What follows belongs to an exercise in optimizing a design on an open flow for small area; a production flow would make more cautious choices. In this exercise RTL edits were held to simulation tests only and were not proved equivalent to the original. The flow treats the clock pin as an ideal source, which a real chip does not have. No activity file was given, so power comes from the tool's default toggle rates.

==> 11-06 <==
// hdlc_framer
module hdlc_framer (
    input  wire        clk,
    input  wire        rst,
    input  wire        tx_valid,
    output wire        tx_ready,
    input  wire [1:0]  tx_op,
    input  wire [7:0]  tx_data,
    output wire        ts_valid,
    output wire [1:0]  ts_code,
    output wire        wo_valid,
    output wire [7:0]  wo_data,
    input  wire        wo_ready,
    input  wire        ri_valid,
    input  wire [7:0]  ri_data,
    output wire        ro_valid,
    output wire        ro_event,
    output wire [7:0]  ro_data,
    input  wire        ft_valid,
    output wire        ft_ready,
    input  wire        ft_op,
    input  wire [15:0] ft_len,
    input  wire [7:0]  ft_data,
    output wire        fs_valid,
    output wire [1:0]  fs_code,
    output wire        fo_valid,
    output wire [7:0]  fo_data,
    input  wire        fo_ready,
    input  wire        fi_valid,
    input  wire        fi_abort,
    input  wire [7:0]  fi_data,
    output wire        fr_valid,
    output wire [7:0]  fr_data,
    output wire        fe_valid,
    output wire [2:0]  fe_code
);
Settings: LEC_CHECK=0, ABC_AREA=1, CAP_MARGIN=20, CORE_MARGIN=2, CORE_UTILIZATION=70, SLEW_MARGIN=20; clock period 6.0 ns.
standard.sh (not shown) runs the stock make flow with config.mk's settings and CLKGATE_MAP_FILE= SYNTH_SCRIPT=/design/flow/synth_recipe.tcl, a recipe that flattens the netlist after the stock synthesis.
==> flow/flow/run.sh <==
#!/bin/bash
# Own layout flow: the standard synthesis unchanged, then the standard ORFS
# steps with these changes:
#  - ports are buffered with sky130_fd_sc_hd__buf_1 (still one buffer per port)
#  - CTS inserts no dummy loads
#  - before CTS, combinational cells are downsized to their smallest drive
#    strength, and repair_design fixes any slew/cap violation (flow/downsize.tcl)
#  - after CTS, clock buffers over the slew target are upsized (flow/clkfix.tcl)
# Each step's output goes to a log file of its own here.
set -euo pipefail
bash standard.sh synth > synth.log 2>&1
export BUFFER_PORTS_ARGS="-buffer_cell sky130_fd_sc_hd__buf_1"
export CTS_ARGS="-sink_clustering_enable -repair_clock_nets -dont_use_dummy_load -buf_list sky130_fd_sc_hd__clkbuf_4"
export PRE_CTS_TCL="$PWD/flow/downsize.tcl"
export POST_CTS_TCL="$PWD/flow/clkfix.tcl"
bash standard.sh floorplan > floorplan.log 2>&1
bash standard.sh place > place.log 2>&1
bash standard.sh cts > cts.log 2>&1
bash standard.sh route > route.log 2>&1
bash standard.sh finish > finish.log 2>&1
==> flow/flow/clkfix.tcl <==
# After CTS: while some clock buffer's output slew is above the target, upsize
# a buffer (clkbuf_4 -> clkbuf_8 -> clkbuf_16): the one nearest the clock root
# among those whose own output or whose fanout's output is over the target,
# then legalize the placement again.
set cf_target 0.120
set cf_next [dict create sky130_fd_sc_hd__clkbuf_2 sky130_fd_sc_hd__clkbuf_4 \
                         sky130_fd_sc_hd__clkbuf_4 sky130_fd_sc_hd__clkbuf_8 \
                         sky130_fd_sc_hd__clkbuf_8 sky130_fd_sc_hd__clkbuf_16]
proc cf_level { inst } {
  # number of clock buffers between the clock port and inst
  set lvl 0
  set pin [get_pins [$inst getName]/A]
  while { 1 } {
    set net [get_nets -of_objects $pin]
    set drv [get_pins -of_objects $net -filter "direction==output"]
    if { [llength $drv] == 0 } { return $lvl }
    set inst2 [get_cells -of_objects $drv]
    set pin [get_pins [get_full_name $inst2]/A]
    incr lvl
    if { $lvl > 20 } { return $lvl }
  }
}
for {set cf_pass 0} {$cf_pass < 30} {incr cf_pass} {
  estimate_parasitics -placement
  set cf_pick ""
  set cf_pl 100
  foreach inst [[ord::get_db_block] getInsts] {
    set m [[$inst getMaster] getName]
    if { ![string match "sky130_fd_sc_hd__clkbuf_*" $m] } { continue }
    set s [get_property [get_pins [$inst getName]/X] slew_max]
    if { $s <= $cf_target } { continue }
    # walk up while the driver can still be upsized
    set cand $inst
    while { 1 } {
      set net [get_nets -of_objects [get_pins [$cand getName]/A]]
      set drv [get_pins -of_objects $net -filter "direction==output"]
      if { [llength $drv] == 0 } { break }
      set up [[ord::get_db_block] findInst [get_full_name [get_cells -of_objects $drv]]]
      if { ![dict exists $cf_next [[$up getMaster] getName]] } { break }
      set cand $up
    }
    if { ![dict exists $cf_next [[$cand getMaster] getName]] } { set cand $inst }
    if { ![dict exists $cf_next [[$cand getMaster] getName]] } { continue }
    set l [cf_level $cand]
    if { $l < $cf_pl } { set cf_pl $l; set cf_pick $cand }
  }
  if { $cf_pick eq "" } { break }
  set m [[$cf_pick getMaster] getName]
  puts "clkfix: [$cf_pick getName] $m -> [dict get $cf_next $m]"
  replace_cell [$cf_pick getName] [dict get $cf_next $m]
}
detailed_placement
check_placement -verbose
estimate_parasitics -placement
report_worst_slack -max
report_worst_slack -min
Other scripts of this flow, unchanged in this note and not shown: flow/flow/downsize.tcl
==> 01-07 (differences from 11-06) <==
--- a/flow/design.v
+++ b/flow/design.v
@@ -33,13 +33,13 @@
     localparam [3:0] S_IDLE_O = 4'b0001;
     localparam [3:0] S_FB_LO  = 4'b1000;    
     localparam [3:0] S_FX_LO  = 4'b1010;    
     localparam [3:0] S_FB_HI  = 4'b1100;    
     localparam [3:0] S_FX_HI  = 4'b1110;    
     localparam [3:0] S_FLAG   = 4'b1001;    
-    localparam [10:0] C_FULL = 11'd47;
+    localparam [10:0] C_FULL = 11'd2000;
     reg [3:0]  s;
     reg [15:0] fcs;
     reg [10:0] count;
     function automatic is_res(input [7:0] v);
         is_res = (v == 8'h7E) || (v == 8'h7D) || (v == 8'h11) || (v == 8'h13);
     endfunction
@@ -103,13 +103,13 @@
         end
     end
     always @(posedge clk) begin
         if ((accept_ok && (op_begin || op_byte)) || shift)
             fcs <= (idle && op_begin) ? 16'hFFFF : fcs_upd;
         if (accept_ok && (op_begin || op_byte))
-            count <= op_begin ? 11'd0 : {count[9:0], ~(count[10] ^ count[8])};
+            count <= op_begin ? 11'h7FF : {count[9:0], count[10] ^ count[8]};
     end
 endmodule
 module hdlc_rx #(
     parameter MAX_FRAME = 1500
 ) (
     input  wire       clk,
@@ -122,15 +122,15 @@
 );
     localparam [1:0] RX_HUNT = 2'd0;
     localparam [1:0] RX_DATA = 2'd1;
     localparam [1:0] RX_ESC  = 2'd2;
     localparam [7:0] FLAG = 8'h7E;
     localparam [7:0] ESC  = 8'h7D;
-    localparam [10:0] N0    = 11'd0;
-    localparam [10:0] N1    = 11'd1;
-    localparam [10:0] NFULL = 11'd191;
+    localparam [10:0] N0    = 11'd2047;
+    localparam [10:0] N1    = 11'd2046;
+    localparam [10:0] NFULL = 11'd1856;
     reg [1:0]  state;
     reg [10:0] n;        
     reg [7:0]  h0, h1;   
     reg [15:0] fcs;      
     wire is_flag = (ri_data == FLAG);
     wire is_esc  = (ri_data == ESC);
@@ -169,13 +169,13 @@
     always @(posedge clk) begin
         if (ri_valid) begin
             if (is_flag) begin
                 n   <= N0;
                 fcs <= 16'hFFFF;
             end else if (decode) begin
-                n   <= {n[9:0], ~(n[10] ^ n[8])};
+                n   <= {n[9:0], n[10] ^ n[8]};
                 fcs <= fcs_upd;
                 h0  <= h1;
                 h1  <= dec_val;
             end
         end
     end
@@ -193,52 +193,48 @@
     output wire        fs_valid,
     output wire [1:0]  fs_code,
     output wire        fo_valid,
     output wire [7:0]  fo_data,
     input  wire        fo_ready
 );
-    reg [10:0] remaining;
-    reg        hi_pend;
-    reg        active;     
-    wire rem_zero = !active;
+    reg [10:0] nrem;         
+    reg        hi_pend;      
     wire [15:0] x = ft_len;
     wire big = |x[15:11] | (x[10] & (x[9] | (x[8] & x[7] & x[6] & (x[5] | (x[4] & x[3] & x[2] & (x[1] | x[0]))))));
     wire ok       = ft_op ? (rem_zero && !big) : !rem_zero;
     assign ft_ready = !hi_pend && fo_ready;
     assign fs_valid = ft_valid && ft_ready;
     assign fs_code  = {ft_op && rem_zero && big, ft_op ^ rem_zero};
     assign fo_valid = hi_pend || (ft_valid && ok);
-    assign fo_data  = hi_pend ? {5'd0, remaining[10:8]} : ft_op ? ft_len[7:0] : ft_data;
+    assign fo_data  = hi_pend ? {5'd0, ~nrem[10:8]} : ft_op ? ft_len[7:0] : ft_data;
     wire accept_ok = ft_valid && ft_ready && ok;
-    wire [10:0] low_zero;
-    assign low_zero[0] = 1'b1;
+    wire [10:0] carry;
+    assign carry[0] = 1'b1;
     genvar i;
-    generate for (i = 1; i < 11; i = i + 1) begin : g_dec
-        assign low_zero[i] = low_zero[i-1] & ~remaining[i-1];
+    generate for (i = 1; i < 11; i = i + 1) begin : g_inc
+        assign carry[i] = carry[i-1] & nrem[i-1];
     end endgenerate
-    wire [10:0] rem_dec = remaining ^ low_zero;
+    wire [10:0] nrem_inc = nrem ^ carry;
+    wire        rem_zero = carry[10] & nrem[10];     
     always @(posedge clk) begin
         if (rst) begin
-            active    <= 1'b0;
-            hi_pend   <= 1'b0;
+            nrem    <= 11'h7FF;
+            hi_pend <= 1'b0;
         end else begin
             if (hi_pend && fo_ready)
                 hi_pend <= 1'b0;
             if (accept_ok) begin
                 if (ft_op) begin
-                    active    <= |ft_len[10:0];
-                    hi_pend   <= 1'b1;
+                    nrem    <= ~ft_len[10:0];
+                    hi_pend <= 1'b1;
                 end else begin
-                    active    <= (remaining != 11'd1);
+                    nrem    <= nrem_inc;
                 end
             end
         end
     end
-    always @(posedge clk)
-        if (accept_ok)
-            remaining <= ft_op ? ft_len[10:0] : rem_dec;
 endmodule
 module flen_rx #(
     parameter FLEN_MAX = 1500
 ) (
     input  wire       clk,
     input  wire       rst,
@@ -252,54 +248,53 @@
 );
     localparam [1:0] FL_HDR0 = 2'd0;
     localparam [1:0] FL_HDR1 = 2'd1;
     localparam [1:0] FL_BODY = 2'd2;
     localparam [1:0] FL_SKIP = 2'd3;
     reg [1:0]  state;
-    reg [15:0] cnt;
-    wire [15:0] x = {fi_data, cnt[7:0]};
-    wire len_zero = ~|x;
-    wire len_big  = |x[15:11] | (x[10] & (x[9] | (x[8] & x[7] & x[6] & (x[5] | (x[4] & x[3] & x[2] & (x[1] | x[0]))))));
-    wire last     = cnt[0] & ~|cnt[15:1];
-    wire byte_in  = fi_valid && !fi_abort;
-    wire hdr0 = (state == FL_HDR0);
-    wire hdr1 = (state == FL_HDR1);
-    wire body = (state == FL_BODY);
-    wire cnting = state[1];
+    reg [15:0] ncnt;
+    wire hdr0   = (state == FL_HDR0);
+    wire hdr1   = (state == FL_HDR1);
+    wire body   = (state == FL_BODY);
+    wire [15:0] nx = {hdr1 ? ~fi_data : ncnt[15:8], ncnt[7:0]};
+    wire [16:0] carry;
+    assign carry[0] = 1'b1;
+    genvar i;
+    generate for (i = 1; i < 17; i = i + 1) begin : g_inc
+        assign carry[i] = carry[i-1] & nx[i-1];
+    end endgenerate
+    wire [15:0] ninc = nx ^ carry[15:0];
+    wire        zero = carry[16];         
+    wire [15:0] x = {fi_data, ~ncnt[7:0]};
+    wire len_big = |x[15:11] | (x[10] & (x[9] | (x[8] & x[7] & x[6] & (x[5] | (x[4] & x[3] & x[2] & (x[1] | x[0]))))));
+    wire byte_in = fi_valid && !fi_abort;
     assign fr_valid = byte_in && body;
     assign fr_data  = fi_data;
     assign fe_valid = fi_valid && (fi_abort ? (hdr1 || body)
-                                            : ((hdr1 && (len_zero || len_big)) || (body && last)));
+                                            : ((hdr1 && (zero || len_big)) || (body && zero)));
     assign fe_code  = fi_abort ? 3'd3 : (hdr1 && len_big) ? 3'd5 : 3'd0;
     always @(posedge clk) begin
         if (rst) begin
             state <= FL_HDR0;
         end else if (fi_valid) begin
             if (fi_abort) begin
                 state <= FL_HDR0;
             end else begin
                 case (state)
                     FL_HDR0: state <= FL_HDR1;
-                    FL_HDR1: state <= len_zero ? FL_HDR0 : len_big ? FL_SKIP : FL_BODY;
-                    default: if (last) state <= FL_HDR0;
+                    FL_HDR1: state <= zero ? FL_HDR0 : len_big ? FL_SKIP : FL_BODY;
+                    default: if (zero) state <= FL_HDR0;
                 endcase
             end
         end
     end
-    wire [15:0] low_zero;
-    assign low_zero[0] = 1'b1;
-    genvar i;
-    generate for (i = 1; i < 16; i = i + 1) begin : g_dec
-        assign low_zero[i] = low_zero[i-1] & ~cnt[i-1];
-    end endgenerate
-    wire [15:0] dec = cnt ^ low_zero;
     always @(posedge clk) begin
-        if (byte_in && (hdr0 || cnting))
-            cnt[7:0] <= cnting ? dec[7:0] : fi_data;
-        if (byte_in && (hdr1 || cnting))
-            cnt[15:8] <= cnting ? dec[15:8] : fi_data;
+        if (byte_in)
+            ncnt[7:0] <= hdr0 ? ~fi_data : ninc[7:0];
+        if (byte_in && !hdr0)
+            ncnt[15:8] <= ninc[15:8];
     end
 endmodule
 module hdlc_framer (
     input  wire        clk,
     input  wire        rst,
     input  wire        tx_valid,
--- a/flow/flow/clkfix.tcl
+++ b/flow/flow/clkfix.tcl
@@ -1,11 +1,11 @@
 # After CTS: while some clock buffer's output slew is above the target, upsize
 # a buffer (clkbuf_4 -> clkbuf_8 -> clkbuf_16): the one nearest the clock root
 # among those whose own output or whose fanout's output is over the target,
 # then legalize the placement again.
-set cf_target 0.120
+set cf_target 0.105
 set cf_next [dict create sky130_fd_sc_hd__clkbuf_2 sky130_fd_sc_hd__clkbuf_4 \
                          sky130_fd_sc_hd__clkbuf_4 sky130_fd_sc_hd__clkbuf_8 \
                          sky130_fd_sc_hd__clkbuf_8 sky130_fd_sc_hd__clkbuf_16]
 proc cf_level { inst } {
   # number of clock buffers between the clock port and inst
   set lvl 0
--- a/flow/config.mk
+++ b/flow/config.mk
@@ -5,8 +5,8 @@
 export SDC_FILE = /design/flow/constraint.sdc
 export NUM_CORES = 4
 export LEC_CHECK = 0
 export ABC_AREA = 1
 export CAP_MARGIN = 20
 export CORE_MARGIN = 2
-export CORE_UTILIZATION = 70
+export CORE_UTILIZATION = 50
 export SLEW_MARGIN = 20
==> comparison <==
11-06 finished with timing, DRC and antenna clean. 01-07 completed with no timing, DRC or antenna violations. Worst setup slack: 11-06 is better than 01-07 (0.92 ns). In 11-06 the sequential cell count is higher than in 01-07, by 1. Routed wire length: 11-06 is higher than 01-07 (3.5%). Of 11-06 and 01-07, 01-07 has the higher die area (gap about 26%, measured against 01-07). Synthesized cell count: 01-07 is smaller than 11-06 (0.72%). Of 11-06 and 01-07, 11-06 has the higher utilization (gap 21 points).
==> figures <==
metric	01-07	11-06
Result of the run	timing/DRC/antenna clean	timing/DRC/antenna clean
Final weighted congestion in routability-driven placement	0.8874	0.9169
Share of cell area taken by flip-flops and latches	45.13%	46.81%
Non-clock buffer share	6.929%	6.453%
Total via count after detailed routing	4850	4961
Share of total power in sequential cells	48.7%	53.1%
Met1 routed wirelength after detailed routing	5.903 mm	5.321 mm
Clock buf/inv share	2.045%	1.656%
Switching Fraction	34.19%	32.21%
Worst r2r src	u_frx.ncnt[0]$_DFFE_PP_	u_frx.cnt[0]$_DFFE_PP_
Floorplan core area	0.01196 mm2	0.008678 mm2
Data arrival, critical path	4.17 ns	3.26 ns
Post-Syn Nets	782	786

[separate check: timing with driven ports]
Ports are ideal in the flow. The routed layouts listed here were re-timed in OpenROAD.
Step 1, drivers: a clkbuf_16 drives clk and a buf_2 each remaining input, both assumed.
Step 2 adds t to the input delays and takes it off the output delays; t is the mean of the earliest and latest rising clock arrival at the registers after step 1. Input paths then give back, and output paths get back, about the clock's delay inside the block.
a / b / c = no drivers / after step 1 / after step 2; a / b = the first two.
run | t, ns | setup WS [ns] | latest minus earliest clock arrival (ns) | worst data-port slew with drivers (ns)
11-06 | 0.354 | 1.542 / 1.513 / 1.513 | 0.034 / 0.033 | 0.04
01-07 | 0.361 | 0.625 / 0.588 / 0.949 | 0.016 / 0.016 | 0.04
After both steps every run listed still meets setup and hold. For 11-06, which loses most, drivers alone change the setup slack by -0.029 ns; drivers and shift together by -0.029 ns.
